What follows belongs to an exercise in optimizing a design on an open flow for small area; a production flow would make more cautious choices.
Function was checked by simulation only, so behaviour that the tests miss may differ from the original.
Power is estimated from default activity; no workload was simulated. The clock port is modelled as an ideal driver; clocking choices that lean on that would not hold on a real chip.

==> module led_glyph_rom, before the edit <==
module led_glyph_rom (
    input  wire [3:0] id,
    input  wire [4:0] pix,
    output wire       on
);
    localparam [511:0] TABLE = 512'h0000000000f0c02f01e8fa3e00e8fe3101e1d10100f0c02f01e8fa3e00e8fe3101e1d10100417c440014507e004255c40101170f00447d0400fc145000475484;
    assign on = TABLE[{id, pix}];
endmodule
==> module led_matrix, before the edit <==
module led_matrix #(
    parameter integer T_GAP = 256    
) (
    input  wire        clk,
    input  wire        rst,          
    input  wire [31:0] cmd_data,
    input  wire        cmd_valid,
    output wire        cmd_ready,
    input  wire [1:0]  ra,
    output reg  [31:0] rd_data,
    output wire [7:0]  tx_data,
    output wire        tx_valid,
    input  wire        tx_ready
);
    localparam [2:0] OP_MAP   = 3'b001;
    localparam [2:0] OP_SETPX = 3'b010;
    localparam [2:0] OP_FLUSH = 3'b011;
    localparam [2:0] OP_CLEAR = 3'b100;
    localparam [2:0] OP_DRAW  = 3'b101;
    localparam [2:0] F_ILLEGAL  = 3'd1;
    localparam [2:0] F_RESERVED = 3'd2;
    localparam [2:0] F_COORD    = 3'd3;
    localparam [2:0] F_INDEX    = 3'd4;
    localparam [2:0] F_GLYPH    = 3'd5;
    localparam integer GAP_TURNS = (T_GAP - 2 + 24) / 25 + 1;
    localparam [4:0]   GAP_LAST  = GAP_TURNS - 1;
    reg [599:0] ring;             
    reg [4:0]   pix;              
    reg         clr;              
    reg [31:0]  cmd_q;            
    reg         busy;             
    reg         fr;               
    reg         fault;
    reg [4:0]   last_idx;
    reg         txv;              
    reg [4:0]   ti;               
    reg         gp;               
    wire [7:0]  txd = cmd_q[28:21];   
    wire [1:0]  kc  = cmd_q[20:19];   
    wire [2:0] op    = cmd_q[31:29];
    wire [2:0] row   = cmd_q[5:3];
    wire [2:0] col   = cmd_q[2:0];
    wire [4:0] idx   = cmd_q[28:24];
    wire [3:0] glyph = cmd_q[3:0];
    reg        dec_fault;
    reg [2:0]  dec_fcode;
    always @(*) begin
        dec_fault = 1'b0;
        dec_fcode = 3'd0;
        case (op)
            OP_MAP: begin
                if (cmd_q[28:6] != 23'd0) begin
                    dec_fault = 1'b1; dec_fcode = F_RESERVED;
                end else if (row > 3'd4 || col > 3'd4) begin
                    dec_fault = 1'b1; dec_fcode = F_COORD;
                end
            end
            OP_SETPX: begin
                if (idx > 5'd24) begin
                    dec_fault = 1'b1; dec_fcode = F_INDEX;
                end
            end
            OP_FLUSH, OP_CLEAR: begin
                if (cmd_q[28:0] != 29'd0) begin
                    dec_fault = 1'b1; dec_fcode = F_RESERVED;
                end
            end
            OP_DRAW: begin
                if (cmd_q[28:4] != 25'd0) begin
                    dec_fault = 1'b1; dec_fcode = F_RESERVED;
                end else if (glyph > 4'd10) begin
                    dec_fault = 1'b1; dec_fcode = F_GLYPH;
                end
            end
            default: begin
                dec_fault = 1'b1; dec_fcode = F_ILLEGAL;
            end
        endcase
    end
    wire check     = busy && !fr;
    wire do_map    = check && !dec_fault && (op == OP_MAP);
    wire do_setpx  = check && (op == OP_SETPX);   
    wire start     = check && !dec_fault && (op == OP_FLUSH || op == OP_CLEAR || op == OP_DRAW);
    wire zero_rg   = fr && op[2];                 
    wire do_draw   = fr && op[2] && op[0];
    wire [4:0] map_idx;
    led_index u_map_index (.row(row), .col(col), .idx(map_idx));
    wire glyph_on;
    led_glyph_rom u_rom (.id(glyph), .pix(pix), .on(glyph_on));
    wire setpx_hit = do_setpx && (pix == idx);
    assign cmd_ready = !rst && !busy && !fault;
    wire   cmd_fire  = cmd_valid && cmd_ready;
    assign tx_valid = txv;
    assign tx_data  = txd;
    wire   tx_fire  = txv && tx_ready;
    wire   turn     = (pix == 5'd24);
    wire   in_gap   = gp && !txv;
    wire [23:0] head = ring[23:0];
    wire        keep = !setpx_hit && !zero_rg && !clr;
    wire [23:0] ins  = ({24{setpx_hit}} & cmd_q[23:0]) |
                       ({24{keep}} & head) |
                       {16'd0, {8{do_draw && glyph_on}}};
    always @(posedge clk)
        ring <= {ins, ring[599:24]};
    wire [7:0] tap_old = (kc == 2'd0) ? head[23:16] :
                         (kc == 2'd1) ? head[15:8] :
                                        head[7:0];
    wire [7:0] tap = zero_rg ? {8{do_draw && glyph_on && kc == 2'd2}} : tap_old;
    wire load      = fr && !gp && (pix == ti) && (!txv || tx_ready);
    wire frame_end = tx_fire && gp;
    always @(posedge clk) begin
        if (!busy && !fault) begin
            cmd_q <= cmd_data;
        end else if (load) begin
            cmd_q[28:21] <= tap;
            cmd_q[20:19] <= (kc == 2'd2) ? 2'd0 : kc + 2'd1;
        end
    end
    always @(posedge clk) begin
        if (rst) begin
            pix      <= 5'd0;
            clr      <= 1'b1;
            busy     <= 1'b0;
            fr       <= 1'b0;
            fault    <= 1'b0;
            last_idx <= 5'd0;
            txv      <= 1'b0;
            ti       <= 5'd0;
            gp       <= 1'b1;
        end else begin
            pix <= turn ? 5'd0 : pix + 5'd1;
            if (turn)
                clr <= 1'b0;
            if (cmd_fire)
                busy <= 1'b1;
            if (check && dec_fault) begin
                busy  <= 1'b0;
                fault <= 1'b1;
            end
            if (do_map) begin
                busy     <= 1'b0;
                last_idx <= map_idx;
            end
            if (setpx_hit)
                busy <= 1'b0;
            if (start)
                fr <= 1'b1;
            if (load) begin
                txv <= 1'b1;
                if (kc == 2'd2) begin
                    if (ti == 5'd24) begin
                        ti <= 5'd0;
                        gp <= 1'b1;
                    end else begin
                        ti <= ti + 5'd1;
                    end
                end
            end else if (tx_fire) begin
                txv <= 1'b0;
            end
            if (frame_end) begin
                busy <= 1'b0;
                fr   <= 1'b0;
            end
            if (in_gap && turn) begin
                if (ti == GAP_LAST) begin
                    ti <= 5'd0;
                    gp <= 1'b0;
                end else begin
                    ti <= ti + 5'd1;
                end
            end
        end
    end
    always @(*) begin
        case (ra)
            2'd0:    rd_data = {27'd0, fault ? dec_fcode : 3'd0, fault, busy};
            2'd1:    rd_data = {27'd0, last_idx};
            2'd2:    rd_data = fault ? cmd_q : 32'd0;
            default: rd_data = 32'd0;
        endcase
    end
endmodule
Settings: LEC_CHECK=0, CAP_MARGIN=20, CORE_MARGIN=2, CORE_UTILIZATION=65, SLEW_MARGIN=20; clock period 10.0 ns.
standard.sh (not shown) runs the stock make flow with config.mk's settings and CLKGATE_MAP_FILE= SYNTH_SCRIPT=/design/flow/synth_recipe.tcl, a recipe that flattens the netlist after the stock synthesis.
==> flow/flow/run.sh <==
#!/bin/bash
set -euo pipefail
cd "$(dirname "$0")/.."
export BUFFER_PORTS_ARGS="-buffer_cell sky130_fd_sc_hd__buf_1"
export CTS_ARGS="-sink_clustering_enable -repair_clock_nets -dont_use_dummy_load -buf_list sky130_fd_sc_hd__clkbuf_16 -sink_clustering_size 36 -sink_clustering_max_diameter 80"
bash standard.sh > standard_flow.log 2>&1
Then changed:
--- a/flow/design.v
+++ b/flow/design.v
@@ -8,14 +8,14 @@
 endmodule
 module led_glyph_rom (
     input  wire [3:0] id,
     input  wire [4:0] pix,
     output wire       on
 );
-    localparam [511:0] TABLE = 512'h0000000000f0c02f01e8fa3e00e8fe3101e1d10100f0c02f01e8fa3e00e8fe3101e1d10100417c440014507e004255c40101170f00447d0400fc145000475484;
-    assign on = TABLE[{id, pix}];
+    localparam [511:0] TABLE = 512'h00000000000000000000000000000288078207d70782042203020027001100c9078007f5034403ff0344015f0308009c00110072072003220628067d06280588;
+    assign on = TABLE[{pix, id}];
 endmodule
 module led_matrix #(
     parameter integer T_GAP = 256    
 ) (
     input  wire        clk,
     input  wire        rst,          
@@ -35,14 +35,14 @@
     localparam [2:0] OP_DRAW  = 3'b101;
     localparam [2:0] F_ILLEGAL  = 3'd1;
     localparam [2:0] F_RESERVED = 3'd2;
     localparam [2:0] F_COORD    = 3'd3;
     localparam [2:0] F_INDEX    = 3'd4;
     localparam [2:0] F_GLYPH    = 3'd5;
-    localparam integer GAP_TURNS = (T_GAP - 2 + 24) / 25 + 1;
-    localparam [4:0]   GAP_LAST  = GAP_TURNS - 1;
+    localparam integer GAP_TURNS = (T_GAP - 2 + 24) / 25 + 1;    
+    localparam [4:0]   GAP_LAST  = GAP_TURNS - 8;                 
     reg [599:0] ring;             
     reg [4:0]   pix;              
     reg         clr;              
     reg [31:0]  cmd_q;            
     reg         busy;             
     reg         fr;               
@@ -106,45 +106,45 @@
     wire setpx_hit = do_setpx && (pix == idx);
     assign cmd_ready = !rst && !busy && !fault;
     wire   cmd_fire  = cmd_valid && cmd_ready;
     assign tx_valid = txv;
     assign tx_data  = txd;
     wire   tx_fire  = txv && tx_ready;
-    wire   turn     = (pix == 5'd24);
+    wire   turn     = pix[4] && pix[3];           
     wire   in_gap   = gp && !txv;
     wire [23:0] head = ring[23:0];
     wire        keep = !setpx_hit && !zero_rg && !clr;
     wire [23:0] ins  = ({24{setpx_hit}} & cmd_q[23:0]) |
                        ({24{keep}} & head) |
                        {16'd0, {8{do_draw && glyph_on}}};
     always @(posedge clk)
         ring <= {ins, ring[599:24]};
     wire [7:0] tap_old = (kc == 2'd0) ? head[23:16] :
                          (kc == 2'd1) ? head[15:8] :
                                         head[7:0];
-    wire [7:0] tap = zero_rg ? {8{do_draw && glyph_on && kc == 2'd2}} : tap_old;
+    wire [7:0] tap = zero_rg ? {8{do_draw && glyph_on && kc[1]}} : tap_old;
     wire load      = fr && !gp && (pix == ti) && (!txv || tx_ready);
     wire frame_end = tx_fire && gp;
     always @(posedge clk) begin
         if (!busy && !fault) begin
             cmd_q <= cmd_data;
         end else if (load) begin
             cmd_q[28:21] <= tap;
-            cmd_q[20:19] <= (kc == 2'd2) ? 2'd0 : kc + 2'd1;
+            cmd_q[20:19] <= {kc[0], !kc[1] && !kc[0]};    
         end
     end
     always @(posedge clk) begin
         if (rst) begin
             pix      <= 5'd0;
             clr      <= 1'b1;
             busy     <= 1'b0;
             fr       <= 1'b0;
             fault    <= 1'b0;
             last_idx <= 5'd0;
             txv      <= 1'b0;
-            ti       <= 5'd0;
+            ti       <= 5'd25;
             gp       <= 1'b1;
         end else begin
             pix <= turn ? 5'd0 : pix + 5'd1;
             if (turn)
                 clr <= 1'b0;
             if (cmd_fire)
@@ -160,29 +160,26 @@
             if (setpx_hit)
                 busy <= 1'b0;
             if (start)
                 fr <= 1'b1;
             if (load) begin
                 txv <= 1'b1;
-                if (kc == 2'd2) begin
-                    if (ti == 5'd24) begin
-                        ti <= 5'd0;
+                if (kc[1]) begin
+                    ti <= ti + 5'd1;
+                    if (ti[4] && ti[3])       
                         gp <= 1'b1;
-                    end else begin
-                        ti <= ti + 5'd1;
-                    end
                 end
             end else if (tx_fire) begin
                 txv <= 1'b0;
             end
             if (frame_end) begin
                 busy <= 1'b0;
                 fr   <= 1'b0;
             end
             if (in_gap && turn) begin
-                if (ti == GAP_LAST) begin
+                if (!ti[4] && ti[2]) begin    
                     ti <= 5'd0;
                     gp <= 1'b0;
                 end else begin
                     ti <= ti + 5'd1;
                 end
             end
After rerunning: Sequential power rises by about 6%. Non-clock buffer count stays the same. Cell area falls by 0.39%. Cell count barely changes. Global-route usage shrinks by 1.5 points. Clock power hardly moves.

## afterwards: timing with drivers on the ports
The results above use ideal ports. As a check the final layouts listed here were re-extracted and re-timed, cells and wires unchanged. Step 1 sets driving cells, clkbuf_16 on the clock port and buf_2 on the other inputs (assumed; they add their load-dependent delay and slew). Step 2 moves the port delays by t, midway between the first and last clock arrival at a register: inputs arrive t later, outputs are due t later. That takes back most of the time a late clock gives input paths. Slacks: ideal / step 1 / step 2; pairs: ideal / step 1.
run	t (ns)	setup slack, ns	latest minus earliest clock arrival (ns)
the first run	0.587	4.286 / 4.263 / 4.263	0.039 / 0.039
the second run	0.579	4.962 / 4.942 / 4.942	0.042 / 0.042
After both steps setup and hold are still met in every run listed. For the first run, which loses most, drivers alone change the setup slack by -0.023 ns; drivers and shift together by -0.023 ns.
